What follows belongs to an exercise in optimizing a design on an open flow for small area, a short achievable clock period and few clock cycles per item; a production flow would make more cautious choices.
Function was checked by simulation only, so behaviour that the tests miss may differ from the original.

==> design.v <==
module ghe_fadd #(
    parameter [10:0] ER = 11'h406
) (
    input  wire [63:0] v,
    output wire [57:0] S,
    output wire        slow,
    output wire        zero,
    output wire [5:0]  d
);
    localparam [55:0] RFX = 56'd45 << 50;    
    wire        sv  = v[63];
    wire [10:0] ev  = v[62:52];
    wire [52:0] mv  = {ev != 11'd0, v[51:0]};
    wire [10:0] eve = (ev == 11'd0) ? 11'd1 : ev;
    wire        special = (ev == 11'h7FF);
    wire        fast = (eve <= ER);
    wire [11:0] dd  = {1'b0, eve} - {1'b0, ER};
    assign d    = dd[5:0];
    assign slow = !fast && !special && (dd[11:6] == 6'd0);
    assign zero = special || (!fast && (dd[11:6] != 6'd0));
    wire [11:0] nf  = {1'b0, ER} - {1'b0, eve};
    wire [5:0]  n   = fast ? ((nf[11:6] != 6'd0) ? 6'd63 : nf[5:0]) : dd[5:0];
    wire [55:0] shin = fast ? {mv, 3'b000} : RFX;
    reg  [55:0] x;
    reg         st;
    integer     k;
    always @* begin
        x  = shin;
        st = 1'b0;
        for (k = 0; k < 6; k = k + 1)
            if (n[k]) begin
                st = st | (|(x & ((56'd1 << (1 << k)) - 56'd1)));
                x  = x >> (1 << k);
            end
    end
    wire [55:0] shout = {x[55:1], x[0] | st};
    wire [55:0] C = fast ? RFX : shout;
    wire [55:0] T = fast ? shout : {mv, 3'b000};
    assign S = {2'b00, C} + ({2'b00, T} ^ {58{sv}}) + {57'd0, sv};
endmodule
module ghe_rnd (
    input  wire [57:0] S,
    output wire [55:0] P,
    output wire [1:0]  mc,      
    output wire        ff       
);
    wire t54 = S[56] ^ S[57];
    wire t53 = S[55] ^ S[57];
    reg        up;
    reg [55:0] base, inc;
    always @* begin
        if (t54) begin
            up   = S[3] & (S[4] | S[2] | S[1] | S[0]);
            base = {S[57:4], 2'b00};
            inc  = 56'd4;
        end else if (t53) begin
            up   = S[2] & (S[3] | S[1] | S[0]);
            base = {S[57:3], 1'b0};
            inc  = 56'd2;
        end else begin
            up   = S[1] & (S[2] | S[0]);
            base = S[57:2];
            inc  = 56'd1;
        end
    end
    assign P = up ? base + inc : base;
    wire [55:0] Pm = S[57] ? ~S[57:2] : S[57:2];
    assign mc = Pm[54] ? 2'd3 : Pm[53] ? 2'd2 : Pm[52] ? 2'd1 : 2'd0;
    wire [4:0] fb = Pm[54] ? Pm[53:49] : Pm[53] ? Pm[52:48] :
                    Pm[52] ? Pm[51:47] : Pm[50:46];
    assign ff = (fb >= 5'd13);
endmodule
module ghe_div (
    input  wire [55:0] P,
    input  wire [5:0]  rem,
    input  wire        slow,
    output wire [9:0]  y3,
    output wire [12:0] p1,
    output wire [13:0] p0,
    output wire [1:0]  c,
    output reg  [5:0]  r        
);
    wire [7:0]  dtop = slow ? {2'b00, rem} : ({P[55], P[55:49]} + 8'd90);
    wire [39:0] D    = {dtop, P[48:17]};
    wire [45:0] Y  = D * 46'd91;
    wire [11:0] y0 = Y[11:0], y1 = Y[23:12], y2 = Y[35:24];
    assign y3 = Y[45:36];
    assign p1 = y2 + y3;
    assign p0 = y1 + p1;
    wire [14:0] sg = p0 + y0;
    assign c  = (sg >= 15'd12285) ? 2'd3 : (sg >= 15'd8190) ? 2'd2 :
                (sg >= 15'd4095) ? 2'd1 : 2'd0;
    wire [11:0] rho = sg[11:0] - {c, 12'd0} + {10'd0, c};    
    integer i;
    always @* begin
        r = 6'd0;
        for (i = 1; i < 45; i = i + 1)
            if (rho[11:5] == ((91 * i) >> 5)) r = i[5:0];
    end
endmodule
module ghe_code (
    input  wire [9:0]  y3,
    input  wire [12:0] p1,
    input  wire [13:0] p0,
    input  wire [1:0]  c,
    input  wire [5:0]  r,
    input  wire [16:0] lo17,
    input  wire        slow,
    input  wire        zero,
    input  wire [5:0]  d,
    input  wire [1:0]  mc,
    input  wire        ff,
    output wire [31:0] code
);
    wire [33:0] Q = {y3, 24'd0} + {p1, 12'd0} + p0 + c;
    wire [22:0] Z = {r, lo17};
    wire signed [8:0] us = $signed({7'd0, mc}) + $signed({3'd0, d})
                         + $signed({8'd0, ff}) - 9'sd24;
    wire signed [8:0] u  = slow ? us :
                           (Q[33:32] == 2'b11) ? -9'sd20 :
                           (Q[33:31] == 3'b101) ? -9'sd21 : -9'sd22;
    reg [31:0] mask, base;
    reg [22:0] thr;
    reg        up, g, st, lsb;
    reg [31:0] res;
    integer    k;
    always @* begin
        mask = 32'd0;
        thr  = 23'd0;
        g = 1'b0; st = 1'b0; lsb = 1'b0; up = 1'b0;
        if (u >= 9'sd1 && u <= 9'sd31) begin
            for (k = 0; k < 32; k = k + 1)
                if (k < u) mask[k] = 1'b1;
            lsb = Q[u[4:0]];
            g   = Q[u[4:0] - 5'd1];
            st  = (|(Q[31:0] & (mask >> 1))) | (Z != 23'd0);
            up  = g & (lsb | st);
        end else if (u <= 9'sd0) begin
            thr = 23'd5898240;    
            for (k = -22; k <= 0; k = k + 1)
                if (u == k) thr = 23'd5898240 - ((45 << 22) >> (6 - k));
            up = (Z > thr) || (Z == thr && (u != 9'sd0 || Q[0]));
        end
        base = up ? (Q[31:0] | mask) : (Q[31:0] & ~mask);
        res  = base + {31'd0, up};
    end
    assign code = (zero || (slow && u >= 9'sd32)) ? 32'd0 : res;
endmodule
module geohash_enc (
    input  wire        clk,
    input  wire        rst,
    input  wire        in_valid,
    output wire        in_ready,
    input  wire [63:0] in_lat,
    input  wire [63:0] in_lng,
    input  wire [6:0]  in_bits,
    output wire        out_valid,
    input  wire        out_ready,
    output wire [63:0] out_hash
);
    localparam [10:0] ER_LAT = 11'h405;    
    localparam [10:0] ER_LNG = 11'h406;    
    reg         en;                         
    reg  [63:0] lat0, lng0;
    reg  [6:0]  bits0;
    reg         v0;
    reg  [57:0] saA, sgA;
    reg  [5:0]  daA, dgA;
    reg         slaA, slgA, zaA, zgA;
    reg  [6:0]  bitsA;
    reg         vA;
    reg  [55:0] pa1, pg1;
    reg  [5:0]  ra1, rg1, da1, dg1;
    reg  [1:0]  mca1, mcg1;
    reg         ffa1, ffg1, sa1, sg1, za1, zg1;
    reg  [6:0]  bits1;
    reg         v1;
    reg  [6:0]  cnt;
    reg  [9:0]  y3a, y3g;
    reg  [12:0] p1a, p1g;
    reg  [13:0] p0a, p0g;
    reg  [1:0]  cca, ccg, mcaC, mcgC;
    reg  [5:0]  rra, rrg, daC, dgC;
    reg  [16:0] loa, log_;
    reg         saC, sgC, zaC, zgC, ffaC, ffgC;
    reg  [6:0]  bitsC;
    reg         vC;
    reg  [31:0] ca2, cg2;
    reg  [6:0]  bits2;
    reg         v2;
    reg  [63:0] oq, kq;
    reg         ov, kv;
    wire [57:0] sa, sg;
    wire [5:0]  da, dg;
    wire        sla, slg, za, zg;
    ghe_fadd #(.ER(ER_LAT)) u_sa (.v(lat0), .S(sa), .slow(sla), .zero(za), .d(da));
    ghe_fadd #(.ER(ER_LNG)) u_sg (.v(lng0), .S(sg), .slow(slg), .zero(zg), .d(dg));
    wire [55:0] pa, pg;
    wire [1:0]  mca, mcg;
    wire        ffa, ffg;
    ghe_rnd u_ra (.S(saA), .P(pa), .mc(mca), .ff(ffa));
    ghe_rnd u_rg (.S(sgA), .P(pg), .mc(mcg), .ff(ffg));
    wire [9:0]  y3a_c, y3g_c;
    wire [12:0] p1a_c, p1g_c;
    wire [13:0] p0a_c, p0g_c;
    wire [1:0]  ca_c, cg_c;
    wire [5:0]  ra_c, rg_c;
    ghe_div u_da (.P(pa1), .rem(ra1), .slow(sa1), .y3(y3a_c), .p1(p1a_c),
        .p0(p0a_c), .c(ca_c), .r(ra_c));
    ghe_div u_dg (.P(pg1), .rem(rg1), .slow(sg1), .y3(y3g_c), .p1(p1g_c),
        .p0(p0g_c), .c(cg_c), .r(rg_c));
    wire [31:0] ca, cg;
    ghe_code u_ca (.y3(y3a), .p1(p1a), .p0(p0a), .c(cca), .r(rra), .lo17(loa),
        .slow(saC), .zero(zaC), .d(daC), .mc(mcaC), .ff(ffaC), .code(ca));
    ghe_code u_cg (.y3(y3g), .p1(p1g), .p0(p0g), .c(ccg), .r(rrg), .lo17(log_),
        .slow(sgC), .zero(zgC), .d(dgC), .mc(mcgC), .ff(ffgC), .code(cg));
    reg [63:0] full;
    integer    i;
    always @* begin
        for (i = 0; i < 32; i = i + 1) begin
            full[2*i]     = ca2[i];
            full[2*i + 1] = cg2[i];
        end
    end
    wire [5:0]  rsh  = 6'd0 - bits2[5:0];
    wire [63:0] hash = (bits2 == 7'd0) ? 64'd0 : (full >> rsh);
    function [5:0] mod45_7;         
        input [6:0] x;
        reg [7:0] t;
        begin
            t = {x[6], x} + 8'd90;
            if (t >= 8'd135) t = t - 8'd135;
            else if (t >= 8'd90) t = t - 8'd90;
            else if (t >= 8'd45) t = t - 8'd45;
            mod45_7 = t[5:0];
        end
    endfunction
    function [5:0] dbl45;           
        input [5:0] r;
        input       b;
        reg [6:0] t;
        begin
            t = {r, b};
            dbl45 = (t >= 7'd45) ? t - 7'd45 : t[5:0];
        end
    endfunction
    wire busy = v1 && (sa1 || sg1) && !cnt[6];
    wire push = en && v2;
    wire pop  = ov && out_ready;
    reg kv_n, busy_n;
    always @* begin
        if (pop)       kv_n = 1'b0;             
        else if (push) kv_n = kv | ov;
        else           kv_n = kv;
        busy_n = en ? (vA && (slaA || slgA)) : (busy && cnt != 7'd63);
    end
    assign in_ready  = en;
    assign out_valid = ov;
    assign out_hash  = oq;
    always @(posedge clk) begin
        if (rst) begin
            en  <= 1'b1;
            v0  <= 1'b0;
            vA  <= 1'b0;
            v1  <= 1'b0;
            vC  <= 1'b0;
            v2  <= 1'b0;
            ov  <= 1'b0;
            kv  <= 1'b0;
            cnt <= 7'd0;
        end else begin
            en <= !kv_n && !busy_n;
            if (en) begin
                v0  <= in_valid;
                vA  <= v0;
                v1  <= vA;
                vC  <= v1;
                v2  <= vC;
                cnt <= 7'd0;
            end else if (busy)
                cnt <= cnt + 7'd1;
            if (!ov || pop) begin
                ov <= kv || push;
                kv <= 1'b0;
            end else if (push)
                kv <= 1'b1;
        end
    end
    always @(posedge clk) begin
        if (en) begin
            lat0  <= in_lat;
            lng0  <= in_lng;
            bits0 <= in_bits;
            saA <= sa;  sgA <= sg;
            daA <= da;  dgA <= dg;
            slaA <= sla; slgA <= slg;
            zaA <= za;  zgA <= zg;
            bitsA <= bits0;
            pa1 <= pa;  pg1 <= pg;
            da1 <= daA; dg1 <= dgA;
            mca1 <= mca; mcg1 <= mcg;
            ffa1 <= ffa; ffg1 <= ffg;
            sa1 <= slaA; sg1 <= slgA;
            za1 <= zaA; zg1 <= zgA;
            bits1 <= bitsA;
            y3a <= y3a_c; y3g <= y3g_c;
            p1a <= p1a_c; p1g <= p1g_c;
            p0a <= p0a_c; p0g <= p0g_c;
            cca <= ca_c;  ccg <= cg_c;
            rra <= ra_c;  rrg <= rg_c;
            loa <= pa1[16:0]; log_ <= pg1[16:0];
            saC <= sa1; sgC <= sg1;
            zaC <= za1; zgC <= zg1;
            daC <= da1; dgC <= dg1;
            mcaC <= mca1; mcgC <= mcg1;
            ffaC <= ffa1; ffgC <= ffg1;
            bitsC <= bits1;
            ca2 <= ca;  cg2 <= cg;
            bits2 <= bitsC;
        end else if (busy) begin
            if (cnt == 7'd0) begin
                ra1 <= mod45_7(pa1[55:49]);
                rg1 <= mod45_7(pg1[55:49]);
            end else begin
                if (sa1 && cnt[5:0] <= da1) begin
                    ra1 <= dbl45(ra1, pa1[48]);
                    pa1[48:0] <= {pa1[47:0], 1'b0};
                end
                if (sg1 && cnt[5:0] <= dg1) begin
                    rg1 <= dbl45(rg1, pg1[48]);
                    pg1[48:0] <= {pg1[47:0], 1'b0};
                end
            end
        end
        if (!ov || pop) begin
            if (kv) oq <= kq;
            else if (push) oq <= hash;
        end else if (push)
            kq <= hash;
    end
endmodule
==> run.sh <==
#!/bin/bash
# synth_recipe.tcl (not shown) runs the flow's synth.tcl, then flattens the netlist and writes it again
# the make line also repeats each setting of config.mk as NAME=value (left out here)
make -C /OpenROAD-flow-scripts/flow DESIGN_CONFIG=/design/flow/config.mk WORK_HOME=/design/flow/orfs CLKGATE_MAP_FILE= SYNTH_SCRIPT=/design/flow/synth_recipe.tcl finish
==> config.mk <==
export PLATFORM = sky130hd
export DESIGN_NAME = geohash_enc
export DESIGN_NICKNAME = geohash_enc
export VERILOG_FILES = /design/flow/design.v
export SDC_FILE = /design/flow/constraint.sdc
export NUM_CORES = 4
export LEC_CHECK = 0
export CAP_MARGIN = 20
export CORE_MARGIN = 2
export CORE_UTILIZATION = 30
export SETUP_SLACK_MARGIN = 1.0
export SLEW_MARGIN = 20
==> constraint.sdc <==
create_clock -name core_clock -period 17.0 [get_ports {clk}]
set_input_delay 3.4000 -clock core_clock [delete_from_list [all_inputs] [get_ports {clk}]]
set_output_delay 3.4000 -clock core_clock [all_outputs]
set_load 0.01 [all_outputs]
==> results.txt <==
critical path's top delay family compound AO/OA/AOI/OAI gates; Post-Route WL between 200,000 and 300,000 µm; placer congestion estimate ~0.97; Die ar. between 200,000 and 300,000 µm²; die height 521 µm; first-pass GRT wire length roughly 400,000 µm; worst reg2reg setup slack 3.34 ns; count of cell types in the netlist 130; WL/cell around 21 µm; critical setup path kind reg -> reg; Seq/Total Area, Yosys 29.5%; most frequent cells in the layout 891 x nor2_1, 843 x nand2_1, 779 x edfxtp_1, 718 x a21oi_1, 708 x inv_1; WP buf/inv 6; largest net degree at the start of global routing 181; Most used DFF post-synth edfxtp_1; initial core utilization 30.2%; die width between 500 and 600 µm; commonest non-fill, non-tap cell in the layout nor2_1; core area 266,000 µm²; PostCTS Resize Cnt 0; Synthesis Warnings 6; crit path launch type register; Async SR Flop Fraction 0%; Worst Path Required around 17 ns; CTS buffer count between 90 and 100; max_slew headroom 18.3%; Synth Register Bits between 700 and 800; synth top area cells edfxtp_1 29%, ha_1 8.4%, xnor2_1 5.5%; Tcrit/Tclk final approximately 80%; RSZ-0062 raised after global routing false; clock root cell clkbuf_16; post-route setup TNS 0 ns; CP peak stage delay 0.70 ns; maximum clock frequency between 70 and 80 MHz; CTS Hold Bufs 0; H-tree depth 3; layout net count ~10,000; syn_nets ~10,000; # clock sinks 794; initial antenna violation count 7; CTS tree built; Post-synth EDFFs between 700 and 800; setup bufs post-CTS 0; Buffers on Ports about 200; Final Hold Fails 0; clock buffer depth 3; slowest cell on the critical path a221oi_1; outcome no timing/DRC/antenna violations; final setup vio count 0; post-layout util 33.6%; Synth area leader edfxtp_1; slew at the pin with the worst max-slew slack ~1.2 ns; cell area after synthesis between 80,000 and 90,000 µm²; Slew Viols, Final 0; GRT Total Usage roughly a fifth; P&R area growth vs syn 11.4%; total gr overflow 0; n_diodes 0; multi-input logic area roughly 52,000 µm²; boundary pin count roughly 200; DRC 0; FP Rows between 150 and 200; clock latency (worst-skew pair) between 0.7 and 0.8 ns; CP Max Fanout 12; clk_skew between 0.06 and 0.07 ns; cells after synthesis 9,243; Max-Cap Viols 0; remaining antenna violation count 0; first-iteration detailed-routing DRC count around 6,300; Worst EP arrival about 14 ns; Final Critical Period around 14 ns; HP Class reg -> reg; # fillers 27,357; HPWL Detailed about 210,000 µm; layout cells sized above 1 under 10%; DR pass1 iterations 8; number of global-route vias before repair 68,110; sequential cell area ~24,000 µm²; Critical Path Sink Type register; routed vias 70,218; Synth top area share 29.2%; Synth Area per Inst roughly 8.7 µm²; Vias/cell around 5.5; clk slew on worst S/H paths 0.06 ns
Yosys cell counts (all sizes together), types with 113 or more instances:
cell	number
and3	135
mux2i	272
edfxtp	779
fa	194
a21o	173
clkbuf	327
o21ai	539
nand2	846
xnor2	500
ha	537
inv	710
a21oi	724
nor2	899
nor3	223
xor2	207
a31oi	113
nand3	268
per-stage QoR:
stage	hold slack, ns	setup WS, ns	area [µm²]	std cells
after floorplan	0.400	5.73	80200	9243
after global placement	0.406	3.58	85900	12648
after detailed placement	0.405	3.48	86000	12651
after CTS	0.418	3.35	89300	12833
after global routing	0.422	2.19	89400	12834
final	0.416	3.34	89400	12834
metal layers:
layer,track usage [%],vias to the layer above,wire (µm)
met4,7.54,0,11100
li1,-,33521,-
met1,25.8,33621,120000
met2,29.9,2561,118000
met5,0,-,0
met3,2.23,515,14900
logic make-up after synthesis:
group                    Yosys count  share of synthesized area (%)
AND/OR/NAND/NOR                 2944                           17.2
AO/OA/AOI/OAI                   2479                           20.1
buffers and inverters           1153                           5.61
flip-flops                       794                           29.5
adder cells (fa/ha/maj)          733                           13.2
XOR/XNOR                         708                           7.76
multiplexers                     432                           6.54
registers in the layout (all words and copies together), names as in the netlist, 10 cells and up:
register  cells
oq           64
p0a          14
ca2          32
p1a          13
y3g          10
loa          17
cg2          32
p0g          14
kq           64
log_         17
sgA          58
p1g          13
pa1          56
pg1          56
lat0         64
saA          58
lng0         64
y3a          10
path summary, 6_finish.rpt:
path	depth (start not counted)	endpoint	from
worst max-delay path	47	rrg[3]$_SDFFCE_PP1P_	pg1[22]$_DFFE_PP_
worst min-delay path	0	bits1[4]$_DFFE_PP_	bitsA[4]$_DFFE_PP_
worst max register to register	47	rrg[3]$_SDFFCE_PP1P_	pg1[22]$_DFFE_PP_
worst min register to register	0	bits1[4]$_DFFE_PP_	bitsA[4]$_DFFE_PP_
area by class of cell:
| cell class | instances | share of cell area (%) |
|---|---|---|
| Clock inverter | 68 | 0.914 |
| Clock buffer | 114 | 2.83 |
| Timing Repair Buffer | 315 | 3.28 |
| Sequential cell | 794 | 26.5 |
| Multi-Input combinational cell | 7296 | 58.5 |
| Inverter | 714 | 3.00 |
| Tap cell | 3533 | 4.95 |
Testbench counts, summed over its fixed seeds: cycles 3,036, items 3,000.

==> static timing again, ports no longer ideal <==
No port has a modelled driver above. Below, the same layout with a new extraction and two added sets of constraints. Step 1, drivers: a clkbuf_16 drives clk and a buf_2 each remaining input, both assumed. Step 2 also shifts input and output timing later by t, the mid clock arrival at the registers, as if the neighbouring blocks saw the same clock. Three values: no drivers, after step 1, after step 2; two values: the first two.
shift t [ns]: 0.827
setup slack, ns: 3.344 / 3.344 / 3.344
worst hold slack (ns): 0.416 / 0.416 / 0.416
slew at the worst register clock pin (ns): 0.07 / 0.07
After both steps setup and hold are still met in this run. For this run, drivers alone change the setup slack by 0.000 ns; drivers and shift together by 0.000 ns.
